Context: an optimization exercise on an open-source flow, tuned for small area. The choices shown serve that exercise and are no tape-out recipe. The RTL was checked by simulation tests, not by an equivalence proof against the original design. No activity file was given, so power comes from the tool's default toggle rates.

==> run.sh <==
#!/bin/bash
# synth_recipe.tcl (not shown) runs the flow's synth.tcl, then flattens the netlist and writes it again
# the make line also repeats each setting of config.mk as NAME=value (left out here)
make -C /OpenROAD-flow-scripts/flow DESIGN_CONFIG=/design/flow/config.mk WORK_HOME=/design/flow/orfs CLKGATE_MAP_FILE= SYNTH_SCRIPT=/design/flow/synth_recipe.tcl finish
==> design.v <==
module f405_sio (
    input  wire        clk,
    input  wire        rst,
    input  wire        cmd_valid,
    output wire        cmd_ready,
    input  wire [39:0] cmd_word,
    output wire        resp_valid,
    output wire [31:0] resp_data,
    output wire [1:0]  resp_err,
    output wire        line_out,
    input  wire        raw_we,
    input  wire [2:0]  raw_ch,
    input  wire [15:0] raw_data,
    input  wire        scan_done,
    input  wire [2:0]  cfg_fail,
    output wire        scan_ack
);
    localparam [7:0] OP_CTEN    = 8'h01;
    localparam [7:0] OP_GOALC   = 8'h02;
    localparam [7:0] OP_GOALMS  = 8'h03;
    localparam [7:0] OP_REACHED = 8'h04;
    localparam [7:0] OP_SLEEP   = 8'h05;
    localparam [7:0] OP_TXINIT  = 8'h08;
    localparam [7:0] OP_TX      = 8'h09;
    localparam [7:0] OP_TXIDX   = 8'h0A;
    localparam [7:0] OP_ACQINIT = 8'h10;
    localparam [7:0] OP_ACQRD   = 8'h11;
    localparam [2:0] S_IDLE = 3'd0;
    localparam [2:0] S_EXEC = 3'd1;    
    localparam [2:0] S_MD   = 3'd2;    
    localparam [2:0] S_SLP  = 3'd3;    
    localparam [2:0] S_TXE  = 3'd4;    
    localparam [2:0] S_TXH  = 3'd5;    
    localparam [2:0] S_TXL  = 3'd6;    
    localparam [2:0] S_TXG  = 3'd7;    
    localparam [1:0] MD_LOAD = 2'd0;
    localparam [1:0] MD_MUL  = 2'd1;
    localparam [1:0] MD_DIV  = 2'd2;
    reg  [31:0] cnt;
    reg         cnt_en;
    reg  [31:0] f_hz;
    reg  [31:0] t0h, t0l, t1h, t1l, trst;
    reg  [31:0] goal;
    reg  [23:0] shift;
    reg  [4:0]  bitcnt;
    reg         line;
    reg         irq_mask;
    reg  [2:0]  seq;
    reg  [39:0] cmdreg;
    reg         waiting;
    reg  [1:0]  md_phase;
    reg  [5:0]  md_cnt;
    reg  [2:0]  md_idx;
    reg  [31:0] md_a;
    reg  [63:0] md_b;
    reg  [63:0] md_p;
    reg  [30:0] md_rem;
    reg  [4:0]  cursor;
    reg         scan_pend;
    reg         irq_armed;
    reg         upd_active;
    reg  [2:0]  upd_ch;
    wire [7:0]  op  = cmdreg[39:32];
    wire [31:0] arg = cmdreg[31:0];
    function reached;
        input [31:0] c;
        input [31:0] g;
        reg   [31:0] d;
        begin
            d = c - g;
            reached = ~d[31];
        end
    endfunction
    function eff_zero;
        input [31:0] t;
        begin
            eff_zero = (t == 32'd0) | (t[31] & (|t[30:0]));
        end
    endfunction
    function [23:0] palette;
        input [2:0] idx;
        begin
            case (idx)
                3'd0: palette = 24'h000000;
                3'd1: palette = 24'h0000FF;
                3'd2: palette = 24'hFF0000;
                3'd3: palette = 24'hFF00FF;
                3'd4: palette = 24'h00FF00;
                3'd5: palette = 24'h00FFFF;
                3'd6: palette = 24'hFFFF00;
                default: palette = 24'hFFFFFF;
            endcase
        end
    endfunction
    function [31:0] nom_ns;
        input [2:0] idx;
        begin
            case (idx)
                3'd0: nom_ns = 32'd350;
                3'd1: nom_ns = 32'd800;
                3'd2: nom_ns = 32'd700;
                3'd3: nom_ns = 32'd600;
                default: nom_ns = 32'd50000;
            endcase
        end
    endfunction
    wire upd_start = scan_pend & irq_armed & ~irq_mask & ~upd_active;
    wire fg_run    = ~upd_active & ~upd_start;
    assign cmd_ready = (seq == S_IDLE) & ~upd_active;
    assign scan_ack  = upd_start;
    assign line_out  = line;
    wire accept = cmd_valid & cmd_ready;
    wire        md_goalms = (op == OP_GOALMS);
    wire [31:0] md_a_sel  = md_goalms ? arg  : nom_ns(md_idx);
    wire [31:0] md_b_sel  = md_goalms ? f_hz : arg;
    wire [29:0] md_d      = md_goalms ? 30'd1000 : 30'd1000000000;
    wire [31:0] md_rem_sh  = {md_rem, md_p[63]};
    wire        md_qbit    = (md_rem_sh >= {2'b00, md_d});
    wire [31:0] md_rem_nx  = md_qbit ? (md_rem_sh - {2'b00, md_d}) : md_rem_sh;
    wire [63:0] md_quot    = {md_p[62:0], md_qbit};
    wire        md_last    = (seq == S_MD) & (md_phase == MD_DIV) & (md_cnt == 6'd63);
    wire        md_final   = md_last & (md_goalms | (md_idx == 3'd4));
    reg  [15:0] raw  [0:4];
    reg  [31:0] acc  [0:4];
    reg  [15:0] filt [0:4];
    wire [16*160-1:0] ring_flat;
    wire        ch_step  = upd_active & (upd_ch < 3'd5);
    wire [7:0]  ring_idx = {upd_ch, cursor};
    wire [15:0] ring_old = ring_flat[ring_idx*16 +: 16];
    wire [15:0] samp     = raw[upd_ch];
    wire [31:0] acc_a1   = acc[upd_ch] - {16'd0, ring_old};
    wire [31:0] acc_a2   = acc_a1 + {16'd0, samp};
    wire acq_clear = fg_run & (seq == S_EXEC) & (op == OP_ACQINIT);
    genvar gc, gk;
    generate
        for (gc = 0; gc < 5; gc = gc + 1) begin : g_ch
            always @(posedge clk) begin
                if (raw_we && raw_ch == gc)
                    raw[gc] <= raw_data;
            end
            always @(posedge clk) begin
                if (rst || acq_clear) begin
                    acc[gc]  <= 32'd0;
                    filt[gc] <= 16'd0;
                end else if (ch_step && upd_ch == gc) begin
                    acc[gc]  <= acc_a2;
                    filt[gc] <= acc_a2[20:5];
                end
            end
            for (gk = 0; gk < 32; gk = gk + 1) begin : g_slot
                reg [15:0] slot;
                always @(posedge clk) begin
                    if (rst || acq_clear)
                        slot <= 16'd0;
                    else if (ch_step && upd_ch == gc && cursor == gk)
                        slot <= samp;
                end
                assign ring_flat[(gc*32+gk)*16 +: 16] = slot;
            end
        end
    endgenerate
    always @(posedge clk) begin
        if (rst) begin
            upd_active <= 1'b0;
            upd_ch     <= 3'd0;
            cursor     <= 5'd0;
            scan_pend  <= 1'b0;
            irq_armed  <= 1'b0;
        end else begin
            if (upd_start) begin
                upd_active <= 1'b1;
                upd_ch     <= 3'd0;
            end else if (upd_active) begin
                if (upd_ch < 3'd5) begin
                    upd_ch <= upd_ch + 3'd1;
                end else begin
                    cursor     <= cursor + 5'd1;
                    upd_active <= 1'b0;
                    upd_ch     <= 3'd0;
                end
            end
            if (acq_clear) begin
                cursor    <= 5'd0;
                irq_armed <= 1'b1;
            end
            if (scan_done && irq_armed)
                scan_pend <= 1'b1;
            else if (upd_start || acq_clear)
                scan_pend <= 1'b0;
        end
    end
    always @(posedge clk) begin
        if (rst)
            cnt <= 32'd0;
        else if (cnt_en)
            cnt <= cnt + 32'd1;
    end
    wire goal_hit  = reached(cnt, goal);
    wire slp_begin = (seq == S_SLP) & ~waiting;
    wire slp_done  = (seq == S_SLP) & (waiting ? goal_hit : eff_zero(arg));
    wire op_legal  = (op == OP_CTEN) | (op == OP_GOALC) | (op == OP_GOALMS) |
                     (op == OP_REACHED) | (op == OP_SLEEP) | (op == OP_TXINIT) |
                     (op == OP_TX) | (op == OP_TXIDX) | (op == OP_ACQINIT) |
                     (op == OP_ACQRD);
    wire bad_ch    = (arg >= 32'd5);
    reg        rv;
    reg [31:0] rd;
    reg [1:0]  re;
    always @(*) begin
        rv = 1'b0;
        rd = 32'd0;
        re = 2'd0;
        if (fg_run) begin
            case (seq)
                S_EXEC: begin
                    rv = 1'b1;
                    if (!op_legal)
                        re = 2'd1;
                    else if (op == OP_GOALC)
                        rd = cnt + arg;
                    else if (op == OP_REACHED)
                        rd = {31'd0, reached(cnt, arg)};
                    else if (op == OP_ACQINIT)
                        rd = {29'd0, cfg_fail};
                    else if (op == OP_ACQRD) begin
                        if (bad_ch)
                            re = 2'd2;
                        else
                            rd = {16'd0, filt[arg[2:0]]};
                    end
                end
                S_MD: begin
                    rv = md_final;
                    if (md_goalms)
                        rd = cnt + md_quot[31:0];
                end
                S_SLP: rv = slp_done;
                S_TXG: rv = goal_hit;
                default: ;
            endcase
        end
    end
    assign resp_valid = rv;
    assign resp_data  = rd;
    assign resp_err   = re;
    wire [31:0] t_high_cur  = shift[23] ? t1h : t0h;
    wire [31:0] t_low_cur   = shift[23] ? t1l : t0l;
    wire [31:0] t_high_next = shift[22] ? t1h : t0h;
    always @(posedge clk) begin
        if (rst) begin
            cnt_en   <= 1'b0;
            f_hz     <= 32'd0;
            t0h      <= 32'd0;
            t0l      <= 32'd0;
            t1h      <= 32'd0;
            t1l      <= 32'd0;
            trst     <= 32'd0;
            goal     <= 32'd0;
            shift    <= 24'd0;
            bitcnt   <= 5'd0;
            line     <= 1'b0;
            irq_mask <= 1'b0;
            seq      <= S_IDLE;
            cmdreg   <= 40'd0;
            waiting  <= 1'b0;
            md_phase <= MD_LOAD;
            md_cnt   <= 6'd0;
            md_idx   <= 3'd0;
            md_a     <= 32'd0;
            md_b     <= 64'd0;
            md_p     <= 64'd0;
            md_rem   <= 31'd0;
        end else begin
            if (accept) begin
                cmdreg <= cmd_word;
                case (cmd_word[39:32])
                    OP_SLEEP:            seq <= S_SLP;
                    OP_TX, OP_TXIDX:     seq <= S_TXE;
                    OP_GOALMS, OP_TXINIT: begin
                        seq      <= S_MD;
                        md_phase <= MD_LOAD;
                        md_idx   <= 3'd0;
                    end
                    default:             seq <= S_EXEC;
                endcase
            end else if (fg_run) begin
                case (seq)
                    S_EXEC: begin
                        if (op == OP_CTEN)
                            cnt_en <= 1'b1;
                        seq <= S_IDLE;
                    end
                    S_MD: begin
                        case (md_phase)
                            MD_LOAD: begin
                                md_a     <= md_a_sel;
                                md_b     <= {32'd0, md_b_sel};
                                md_p     <= 64'd0;
                                md_cnt   <= 6'd0;
                                md_phase <= MD_MUL;
                            end
                            MD_MUL: begin
                                if (md_a[0])
                                    md_p <= md_p + md_b;
                                md_a   <= md_a >> 1;
                                md_b   <= md_b << 1;
                                md_cnt <= md_cnt + 6'd1;
                                if (md_cnt == 6'd31) begin
                                    md_cnt   <= 6'd0;
                                    md_rem   <= 31'd0;
                                    md_phase <= MD_DIV;
                                end
                            end
                            default: begin
                                md_rem <= md_rem_nx[30:0];
                                md_p   <= md_quot;
                                md_cnt <= md_cnt + 6'd1;
                                if (md_cnt == 6'd63) begin
                                    md_phase <= MD_LOAD;
                                    if (md_goalms) begin
                                        seq <= S_IDLE;
                                    end else begin
                                        case (md_idx)
                                            3'd0: t0h  <= md_quot[31:0];
                                            3'd1: t0l  <= md_quot[31:0];
                                            3'd2: t1h  <= md_quot[31:0];
                                            3'd3: t1l  <= md_quot[31:0];
                                            default: trst <= md_quot[31:0];
                                        endcase
                                        md_idx <= md_idx + 3'd1;
                                        if (md_idx == 3'd4) begin
                                            f_hz <= arg;
                                            seq  <= S_IDLE;
                                        end
                                    end
                                end
                            end
                        endcase
                    end
                    S_SLP: begin
                        if (slp_begin) begin
                            goal <= cnt + arg;
                            if (eff_zero(arg))
                                seq <= S_IDLE;
                            else
                                waiting <= 1'b1;
                        end else if (goal_hit) begin
                            waiting <= 1'b0;
                            seq     <= S_IDLE;
                        end
                    end
                    S_TXE: begin
                        irq_mask <= 1'b1;
                        shift    <= (op == OP_TX) ? arg[23:0] : palette(arg[2:0]);
                        bitcnt   <= 5'd24;
                        seq      <= S_TXH;
                    end
                    S_TXH: begin
                        if (!line) begin
                            line <= 1'b1;
                            goal <= cnt + t_high_cur;
                        end else if (goal_hit) begin
                            line <= 1'b0;
                            goal <= cnt + t_low_cur;
                            seq  <= S_TXL;
                        end
                    end
                    S_TXL: begin
                        if (goal_hit) begin
                            shift  <= {shift[22:0], 1'b0};
                            bitcnt <= bitcnt - 5'd1;
                            if (bitcnt != 5'd1) begin
                                line <= 1'b1;
                                goal <= cnt + t_high_next;
                                seq  <= S_TXH;
                            end else begin
                                irq_mask <= 1'b0;
                                goal     <= cnt + trst;
                                seq      <= S_TXG;
                            end
                        end
                    end
                    S_TXG: begin
                        if (goal_hit)
                            seq <= S_IDLE;
                    end
                    default: ;
                endcase
            end
        end
    end
endmodule
==> config.mk <==
export PLATFORM = sky130hd
export DESIGN_NAME = f405_sio
export DESIGN_NICKNAME = f405_sio
export VERILOG_FILES = /design/flow/design.v
export SDC_FILE = /design/flow/constraint.sdc
export NUM_CORES = 4
export LEC_CHECK = 0
export CAP_MARGIN = 20
export CORE_MARGIN = 2
export CORE_UTILIZATION = 40
export SLEW_MARGIN = 20
==> constraint.sdc <==
create_clock -name core_clock -period 12.0 [get_ports {clk}]
set_input_delay 2.4000 -clock core_clock [delete_from_list [all_inputs] [get_ports {clk}]]
set_output_delay 2.4000 -clock core_clock [all_outputs]
set_load 0.01 [all_outputs]
==> flow_metrics.py <==
metrics = {
    "die": {
        "dieArea_um2": 386000,
        "start_util": 0.402,
        "ios": 105,
        "std_cell_rows": 226,
        "die_h_um": 622,
        "core-area_um2": 379000,
        "die_x_um": 622,
    },
    "timing": {
        "worstMarginPinSlew_ps": 1200,
        "timing.final.hold_violations": 0,
        "fmax_mhz": 92.0,
        "fin_ws_ps": 1130,
        "fin_crit_ps": 10870,
        "rsz0062_at_grt": "false",
        "clock_skew_ps": 68.5,
        "finalCritPeriodShare": 0.906,
        "setup_violations": 0,
        "setup_tns_ps": 0,
        "slew_headroom": 0.200,
        "finalMaxSlewViolations": 0,
    },
    "place": {
        "io_buffers": 104,
        "dp_slack_ps": 2110,
        "gp_congestion": 0.920,
        "place_area_um2": 157000,
        "post-dp-hpwl_mm": 291,
    },
    "global_routing": {
        "antenna_found_initial": 20,
        "grt_pass1_wl_mm": 738,
        "grt_pass1_vias": 118125,
        "grt_max_degree": 209,
        "grt_use_total": 0.243,
        "grt_overflow": 0,
    },
    "clock_tree": {
        "htreeDepth": 5,
        "clock-sinks": 3290,
        "clock_path_buffers": 4,
        "cts_tree": "yes",
        "clock-root-buffer": "clkbuf_16",
        "clk_pin_slew_worst_paths_ps": 60,
        "insertion_delay_ps": 960,
        "cts_resized": 0,
        "post_cts_buffers": 0,
        "cts_hold_repair.buffers": 0,
        "cts_made_buffers": 347,
    },
    "synth": {
        "async_flop_share": 0,
        "ys_ff_latch": 3290,
        "yosysWarnings": 4,
        "synth-seq-area-share": 0.437,
        "netlist_instances": 18290,
        "synth-edff-count": 80,
        "synth_area_um2": 153000,
        "ys_types": 94,
        "synth-main-ff-cell": "dfxtp_1",
        "avgSynthCellArea_um2": 8.34,
        "syn_nets": 18640,
    },
    "routing": {
        "wl_per_cell_um": 21.5,
        "drt_iter0_markers": 13806,
        "post-route-drc-count": 0,
        "firstDrtPassIters": 8,
        "routed_wl_mm": 487,
        "antenna_left": 0,
        "avgViaCountPerCell": 5.63,
        "num_vias": 127775,
    },
    "pwr": {
        "p_seq_frac": 0.462,
        "cellInternalPower_mw": 18.3,
        "p_per_area_nw_per_um2": 147,
        "power_frac_comb": 0.083,
        "swShare": 0.260,
        "p_sw_mw": 6.41,
        "p_leak_nw": 62.9,
        "peakVddDrop_mv": 0.170,
        "p_total_mw": 24.7,
        "p_clk_frac": 0.455,
    },
    "worst_setup_path": {
        "cp_data_required_time_ps": 9600,
        "critPathCaptureType": "output pin",
        "crit_path_max_fanout": 28,
        "r2r-end": "filt[4][13]",
        "worstSetupPathType": "register to output pin",
        "crit_arrival_ps": 8470,
        "crit_start": "cmdreg[39]",
        "worstSetupEndpoint": "resp_data[31]",
        "r2r-start": "cursor[0]",
        "reg2reg_slack_ps": 3750,
        "rr_worst_depth": 19,
        "crit_path_start_kind": "register",
    },
    "cells_and_area": {
        "layout-drive-gt1-share": 0.108,
        "area_delta_synth_final_pct": 10.4,
        "nets": 17748,
        "stdcell_area_um2": 168000,
    },
    "hold_path": {
        "hold_class": "register to register",
    },
    "flow_run": {
        "cap_violations": 0,
    },
    "run_status": {
        "status": "timing/DRC/antenna clean",
    },
}
## synthesized netlist by cell type (all sizes together), types with 28 or more instances
| cell type | number | area share |
|---|---|---|
| nand3 | 126 | 0.0041 |
| o221ai | 31 | 0.0018 |
| nand2b | 32 | 0.0013 |
| a22oi | 104 | 0.0051 |
| o21ai | 254 | 0.0084 |
| mux4 | 860 | 0.13 |
| a211oi | 76 | 0.0038 |
| and3 | 41 | 0.0017 |
| o22ai | 39 | 0.0016 |
| nor2b | 29 | 0.0012 |
| xnor2 | 125 | 0.0072 |
| a31oi | 49 | 0.0020 |
| o211ai | 71 | 0.0035 |
| or3 | 37 | 0.0015 |
| buf | 241 | 0.0076 |
| nor2 | 5625 | 0.14 |
| a311oi | 31 | 0.0018 |
| a21o | 113 | 0.0056 |
| edfxtp | 80 | 0.016 |
| nor3 | 111 | 0.0037 |
| nand2 | 1224 | 0.030 |
| xor2 | 81 | 0.0047 |
| and2 | 31 | 0.0013 |
| a21oi | 3290 | 0.11 |
| ha | 263 | 0.022 |
| o21a | 28 | 0.0014 |
| nand4 | 41 | 0.0017 |
| dfxtp | 3210 | 0.42 |
| clkbuf | 1416 | 0.035 |
| inv | 177 | 0.0044 |
| a221oi | 75 | 0.0043 |
| mux2i | 73 | 0.0048 |
## cell type report
class                           count  area (um2)
Sequential cell                  3290       66700
Antenna cell                        9        22.5
Inverter                          177         664
Multi-Input combinational cell  13166       79200
Clock buffer                      510       10400
Fill cell                       36522      211000
Clock inverter                    121        1490
Tap cell                         5016        6280
Timing Repair Buffer              416        3700
## per-stage QoR
step	utilization	cells	hold WS [ps]
after floorplan	-	18290	422
after global placement	0.413	22063	439
after detailed placement	0.413	22064	443
after CTS	0.444	22695	451
after global routing	0.444	22697	465
final	0.444	22705	451
## placed cells by master, fill, tap and decap left out, types with 37 or more instances in the layout
master           synthesis  routed
buf_4                   14     286
nand2_2                  0      54
nand3_1                126     125
nand2_1               1224    1168
a21o_1                 113     113
clkdlybuf4s50_1          0     103
xnor2_1                125     125
nor3_1                 110     108
inv_1                  172     169
nand4_1                 41      41
clkinv_2                 0      52
clkbuf_16                0     357
dfxtp_1               3210    3201
o22ai_1                 39      39
ha_1                   263     262
xor2_1                  81      81
or3_1                   37      37
mux4_2                 860     860
clkbuf_8                 0      85
mux2i_1                 73      73
clkbuf_1              1416      66
a22oi_1                104     104
a21oi_1               3290    3290
a31oi_1                 49      49
edfxtp_1                80      80
nor2_1                5624    5616
o21ai_0                240     239
a211oi_1                74      74
a221oi_1                74      74
and3_1                  41      39
o211ai_1                71      71
## worst min path at each step
stage / startpoint / endpoint / slack [ps] / cells after the start
2_1_floorplan: md_rem[30] / md_rem[30] / 420 / 2
3_3_place_gp: f_hz[11] / f_hz[11] / 440 / 2
3_5_place_dp: f_hz[11] / f_hz[11] / 440 / 2
4_1_cts: f_hz[11] / f_hz[11] / 450 / 2
5_1_grt: f_hz[11] / f_hz[11] / 460 / 2
6_report: f_hz[18] / f_hz[18] / 450 / 2
## state kept, by name, summed over array words and instances (netlist names), 5 cells and up
| register | count |
|---|---|
| t0l | 32 |
| filt | 75 |
| acc | 30 |
| md_rem | 31 |
| trst | 32 |
| goal | 32 |
| md_cnt | 6 |
| t1l | 32 |
| f_hz | 32 |
| g_ch.g_slot.slot | 2560 |
| md_a | 32 |
| t0h | 32 |
| t1h | 32 |
| cnt | 32 |
| md_b | 64 |
| cursor | 5 |
| cmdreg | 40 |
| md_p | 64 |
| bitcnt | 5 |
| raw | 80 |
| shift | 24 |
## logic make-up after synthesis
| group | share of synthesized area |
|---|---|
| multiplexers | 0.133 |
| AND/OR/NAND/NOR | 0.190 |
| buffers and inverters | 0.0468 |
| flip-flops | 0.437 |
| adder cells (fa/ha/maj) | 0.0243 |
| XOR/XNOR | 0.0118 |
| AO/OA/AOI/OAI | 0.157 |
## worst max-delay path: stages, from the launching register on
cell	delay, ps
dfxtp_1	330
nor3_2	270
nand4b_1	260
nor2_4	560
inv_2	370
ha_1	450
o21a_1	140
nor2_1	60
o31a_1	330
o31ai_4	260
o21ai_2	150
a31o_2	480
inv_2	420
ha_1	270
a21o_1	120
a21oi_1	100
o21a_1	220
o31ai_1	450
o21ai_0	330
o32a_1	440
o41ai_1	420
a31oi_1	170
xnor2_1	160
o22ai_1	170
clkdlybuf4s50_1	570
## power by group through the flow
stage	combinational [mW]	sequential (mW)	clock, mW
after floorplan	1.38	11.5	0
after global placement	2.01	11.6	0
after detailed placement	2.01	11.6	0
after CTS	2.02	11.4	11.4
after global routing	2.22	11.4	11.8
final	2.05	11.4	11.2
## routing by layer
layer,track usage,vias to the layer above,part of all wire
met5,0,-,0.00011
met3,0.0324,807,0.078
li1,-,60763,-
met2,0.385,4648,0.45
met4,0.0826,8,0.036
met1,0.341,61549,0.44

[afterwards: timing with drivers on the ports]
The results above use ideal ports. As a check the final layout listed here was re-extracted and re-timed, cells and wires unchanged.
Step 1 sets driving cells, clkbuf_16 on the clock port and buf_2 on the other inputs (assumed; they add their load-dependent delay and slew).
Step 2 also shifts input and output timing later by t, the mid clock arrival at the registers, as if the neighbouring blocks saw the same clock.
Three values: no drivers, after step 1, after step 2; two values: the first two.
shift t [ns]: 1.044
slack for setup (ns): 1.130 / 1.019 / 2.063
worst setup path at the end: register to output
clock arrival spread, ns: 0.083 / 0.082
After both steps this run still meets setup and hold. The setup slack of this run moves by -0.111 ns with the drivers and by +0.933 ns with both steps.
